This design comes from an exercise in tuning for small area and few clock cycles on the open sky130 flow, not from production work.
The RTL was checked by simulation tests, not by an equivalence proof against the original design.

the baseline:
==> flow/design.v <==
module crc16_step (
    input  wire [15:0] seed,
    input  wire [7:0]  data,
    output wire [15:0] next
);
    wire [7:0]  d = seed[15:8] ^ data;
    wire [7:0]  t = d ^ {4'h0, d[7:4]};
    wire [15:0] tab = {t[3:0], 12'h000} ^ {3'b000, t, 5'h00} ^ {8'h00, t};
    assign next = tab ^ {seed[7:0], 8'h00};
endmodule
module frame_tx (
    input  wire        clk,
    input  wire        rst,
    input  wire        start,
    input  wire [7:0]  opcode,
    input  wire [15:0] len,
    input  wire        pl_valid,
    input  wire [7:0]  pl_data,
    output wire        pl_ready,
    output reg         out_valid,
    output reg  [7:0]  out_data,
    output reg         out_last,
    input  wire        out_ready,
    output wire        busy,
    output reg         trunc
);
    localparam [3:0] S_IDLE  = 4'd0,
                     S_SYNC_H = 4'd1,
                     S_SYNC_L = 4'd2,
                     S_OPC   = 4'd3,
                     S_LEN_H = 4'd4,
                     S_LEN_L = 4'd5,
                     S_PAY   = 4'd6,
                     S_CRC_H = 4'd7,
                     S_CRC_L = 4'd8,
                     S_DRAIN = 4'd9;
    reg [3:0]  state;
    reg [15:0] rem;
    reg [9:0]  k;
    reg [15:0] crc;
    assign busy = (state != S_IDLE);
    wire load  = !out_valid || out_ready;
    wire go    = (state == S_IDLE) && start;
    wire trunc_now = (opcode == 8'h01) && (len > 16'd1024);
    assign pl_ready = ((state == S_PAY) && load) || (state == S_DRAIN);
    wire take = pl_valid && pl_ready;
    wire rem_z = (rem == 16'd0);
    wire rem_1 = (rem == 16'd1);
    wire [7:0] cl = crc[7:0];
    wire [7:0] tt = {cl[7:5] ^ cl[2:0], cl[4:0]};
    wire [7:0] op_rec = ~{tt[7:4], tt[3:0] ^ tt[7:4]};
    reg [7:0] obyte;
    always @(*) begin
        case (state)
            S_SYNC_L: obyte = 8'hCD;
            S_OPC:    obyte = op_rec;
            S_LEN_H:  obyte = trunc ? 8'h04 : rem[15:8];
            S_LEN_L:  obyte = trunc ? 8'h00 : rem[7:0];
            S_PAY:    obyte = pl_data;
            S_CRC_H:  obyte = crc[15:8];
            S_CRC_L:  obyte = crc[15:8];
            default:  obyte = 8'hAB;
        endcase
    end
    wire [15:0] crc_next;
    crc16_step u_step (.seed(go ? 16'hFFFF : crc), .data(go ? opcode : obyte), .next(crc_next));
    wire fold = go || (load && (state == S_LEN_H || state == S_LEN_L || state == S_CRC_H ||
                                (state == S_PAY && pl_valid)));
    always @(posedge clk) begin
        if (fold)
            crc <= crc_next;
        if (go)
            rem <= len;
        else if (take)
            rem <= rem - 16'd1;
        if (rst)
            k <= 10'd0;
        else if (take && trunc && state == S_PAY)
            k <= k + 10'd1;
        if (load) begin
            out_data <= obyte;
            out_last <= (state == S_CRC_L);
        end
    end
    always @(posedge clk) begin
        if (rst) begin
            state     <= S_IDLE;
            out_valid <= 1'b0;
            trunc     <= 1'b0;
        end else begin
            if (load)
                out_valid <= 1'b0;
            case (state)
                S_IDLE: if (start) begin
                    trunc <= trunc_now;
                    if (load) begin
                        out_valid <= 1'b1;
                        state <= S_SYNC_L;
                    end else
                        state <= S_SYNC_H;
                end
                S_SYNC_H: if (load) begin out_valid <= 1'b1; state <= S_SYNC_L; end
                S_SYNC_L: if (load) begin out_valid <= 1'b1; state <= S_OPC; end
                S_OPC:    if (load) begin out_valid <= 1'b1; state <= S_LEN_H; end
                S_LEN_H:  if (load) begin out_valid <= 1'b1; state <= S_LEN_L; end
                S_LEN_L:  if (load) begin
                    out_valid <= 1'b1;
                    state <= rem_z ? S_CRC_H : S_PAY;
                end
                S_PAY: if (load && pl_valid) begin
                    out_valid <= 1'b1;
                    if (trunc ? (k == 10'd1023) : rem_1)
                        state <= S_CRC_H;
                end
                S_CRC_H: if (load) begin out_valid <= 1'b1; state <= S_CRC_L; end
                S_CRC_L: if (load) begin
                    out_valid <= 1'b1;
                    state <= rem_z ? S_IDLE : S_DRAIN;
                end
                S_DRAIN: if (pl_valid && rem_1) state <= S_IDLE;
                default: state <= S_IDLE;
            endcase
        end
    end
endmodule
module frame_rx (
    input  wire        clk,
    input  wire        rst,
    input  wire        start,
    input  wire [7:0]  expect_op,
    input  wire        abort,
    input  wire        in_valid,
    input  wire [7:0]  in_data,
    input  wire        in_last,
    output wire        in_ready,
    output reg         pl_valid,
    output wire [7:0]  pl_data,
    output reg         busy,
    output reg         done,
    output reg  [1:0]  err,
    output wire        sync_ok,
    output wire        len_ok,
    output reg  [15:0] plen,
    output reg  [16:0] n,
    output reg  [15:0] crc
);
    reg        op_ok;     
    reg        sync;      
    reg [15:0] len_r;     
    reg [7:0]  b1;        
    reg [7:0]  b2;        
    assign in_ready = busy;
    assign pl_data  = b2;
    wire take = in_valid && busy && !abort;
    wire [15:0] crc_next;
    crc16_step u_step (.seed(crc), .data(b2), .next(crc_next));
    wire [16:0] idx = n - (done ? 17'd7 : 17'd6);
    wire        idx_lt = idx < {1'b0, len_r};
    wire        short  = (n < 17'd7);
    reg         lt_r;     
    reg         eq_r;     
    assign sync_ok = sync && (n >= 17'd2);
    assign len_ok  = eq_r;
    always @(*) begin
        if (short)                err = 2'd1;
        else if (crc != {b2, b1}) err = 2'd2;
        else if (!op_ok)          err = 2'd3;
        else                      err = 2'd0;
        plen = (err != 2'd0) ? 16'd0 : lt_r ? idx[15:0] : len_r;
    end
    always @(posedge clk) begin
        if (start && !busy && !abort) begin
            len_r[7:0] <= expect_op;
            n     <= 17'd0;
            crc   <= 16'hFFFF;
        end else if (take) begin
            n  <= n + 17'd1;
            b1 <= in_data;
            b2 <= b1;
            if (n >= 17'd4)
                crc <= crc_next;
            lt_r <= idx_lt;
            eq_r <= (idx == {1'b0, len_r});
            if (n == 17'd0) sync  <= (in_data == 8'hAB);
            if (n == 17'd1) sync  <= sync && (in_data == 8'hCD);
            if (n == 17'd2) op_ok <= (in_data == len_r[7:0]);
            if (n == 17'd4) len_r <= {b1, in_data};
        end
    end
    always @(posedge clk) begin
        if (rst) begin
            busy     <= 1'b0;
            done     <= 1'b0;
            pl_valid <= 1'b0;
        end else begin
            pl_valid <= take && !in_last && idx_lt;
            if (abort) begin
                busy <= 1'b0;
                done <= 1'b0;
            end else if (start && !busy) begin
                busy <= 1'b1;
                done <= 1'b0;
            end else if (take && in_last) begin
                busy <= 1'b0;
                done <= 1'b1;
            end
        end
    end
endmodule
module frame_codec (
    input  wire        clk,
    input  wire        rst,
    input  wire        tx_start,
    input  wire [7:0]  tx_opcode,
    input  wire [15:0] tx_len,
    input  wire        tx_pl_valid,
    input  wire [7:0]  tx_pl_data,
    output wire        tx_pl_ready,
    output wire        tx_out_valid,
    output wire [7:0]  tx_out_data,
    output wire        tx_out_last,
    input  wire        tx_out_ready,
    output wire        tx_busy,
    output wire        tx_trunc,
    input  wire        rx_start,
    input  wire [7:0]  rx_expect,
    input  wire        rx_abort,
    input  wire        rx_in_valid,
    input  wire [7:0]  rx_in_data,
    input  wire        rx_in_last,
    output wire        rx_in_ready,
    output wire        rx_pl_valid,
    output wire [7:0]  rx_pl_data,
    output wire        rx_busy,
    output wire        rx_done,
    output wire [1:0]  rx_err,
    output wire        rx_sync_ok,
    output wire        rx_len_ok,
    output wire [15:0] rx_plen,
    output wire [16:0] rx_n,
    output wire [15:0] rx_crc
);
    frame_tx u_tx (
        .clk(clk), .rst(rst),
        .start(tx_start), .opcode(tx_opcode), .len(tx_len),
        .pl_valid(tx_pl_valid), .pl_data(tx_pl_data), .pl_ready(tx_pl_ready),
        .out_valid(tx_out_valid), .out_data(tx_out_data), .out_last(tx_out_last),
        .out_ready(tx_out_ready),
        .busy(tx_busy), .trunc(tx_trunc)
    );
    frame_rx u_rx (
        .clk(clk), .rst(rst),
        .start(rx_start), .expect_op(rx_expect), .abort(rx_abort),
        .in_valid(rx_in_valid), .in_data(rx_in_data), .in_last(rx_in_last),
        .in_ready(rx_in_ready),
        .pl_valid(rx_pl_valid), .pl_data(rx_pl_data),
        .busy(rx_busy), .done(rx_done), .err(rx_err),
        .sync_ok(rx_sync_ok), .len_ok(rx_len_ok), .plen(rx_plen),
        .n(rx_n), .crc(rx_crc)
    );
endmodule
clock: 5.0 ns
lec_check: 0
cap_margin: 20
core_margin: 2
core_utilization: 40
slew_margin: 20
run.sh (not shown) runs the stock make flow with config.mk's settings and CLKGATE_MAP_FILE= SYNTH_SCRIPT=/design/flow/synth_recipe.tcl, a recipe that flattens the netlist after the stock synthesis.
Testbench counts of the baseline, summed over its fixed seeds: cycles 114,164.
Inputs modified between the baseline and the candidate:
--- a/flow/design.v
+++ b/flow/design.v
@@ -156,18 +156,16 @@
     crc16_step u_step (.seed(crc), .data(b2), .next(crc_next));
     wire [16:0] idx = n - (done ? 17'd7 : 17'd6);
     wire        idx_lt = idx < {1'b0, len_r};
     wire        short  = (n < 17'd7);
-    reg         lt_r;     
-    reg         eq_r;     
     assign sync_ok = sync && (n >= 17'd2);
-    assign len_ok  = eq_r;
+    assign len_ok  = (idx == {1'b0, len_r});
     always @(*) begin
         if (short)                err = 2'd1;
         else if (crc != {b2, b1}) err = 2'd2;
         else if (!op_ok)          err = 2'd3;
         else                      err = 2'd0;
-        plen = (err != 2'd0) ? 16'd0 : lt_r ? idx[15:0] : len_r;
+        plen = (err != 2'd0) ? 16'd0 : idx_lt ? idx[15:0] : len_r;
     end
     always @(posedge clk) begin
         if (start && !busy && !abort) begin
             len_r[7:0] <= expect_op;
@@ -178,10 +176,8 @@
             b1 <= in_data;
             b2 <= b1;
             if (n >= 17'd4)
                 crc <= crc_next;
-            lt_r <= idx_lt;
-            eq_r <= (idx == {1'b0, len_r});
             if (n == 17'd0) sync  <= (in_data == 8'hAB);
             if (n == 17'd1) sync  <= sync && (in_data == 8'hCD);
             if (n == 17'd2) op_ok <= (in_data == len_r[7:0]);
             if (n == 17'd4) len_r <= {b1, in_data};
[summary]
Apart from the candidate, each of the candidate and the baseline ends the flow with a layout that passes the timing, design-rule and antenna checks.
Delta (the candidate minus the baseline): mapped cell area down 1.4%; total die area down 1.4%; area overhead of the layout relative to synthesis up 8.3 points; number of gates given a new drive strength after cts up 112.
Relative to the baseline, the final cell area reported for the candidate is higher.
Testbench counts of the candidate, summed over its fixed seeds: cycles 114,164.

[port drivers added, routing unchanged]
How much do the figures lean on ideal ports? The routed layouts below were timed once more, with nothing changed but the port constraints. Step 1 sets driving cells, clkbuf_16 on the clock port and buf_2 on the other inputs (assumed; they add their load-dependent delay and slew). Step 2 moves the port delays by t, midway between the first and last clock arrival at a register: inputs arrive t later, outputs are due t later. That takes back most of the time a late clock gives input paths. Three values: no drivers, after step 1, after step 2; two values: the first two.
| run | shift t [ns] | setup slack, ns | worst setup path at the end | worst register clock-pin slew, ns | cell pins on the clock port's net |
|---|---|---|---|---|---|
| the baseline | 0.465 | 0.516 / 0.471 / 0.901 | input to output | 0.06 / 0.06 | 1 |
| the candidate | 0.456 | -0.167 / -0.206 / 0.250 | register to output | 0.07 / 0.07 | 1 |
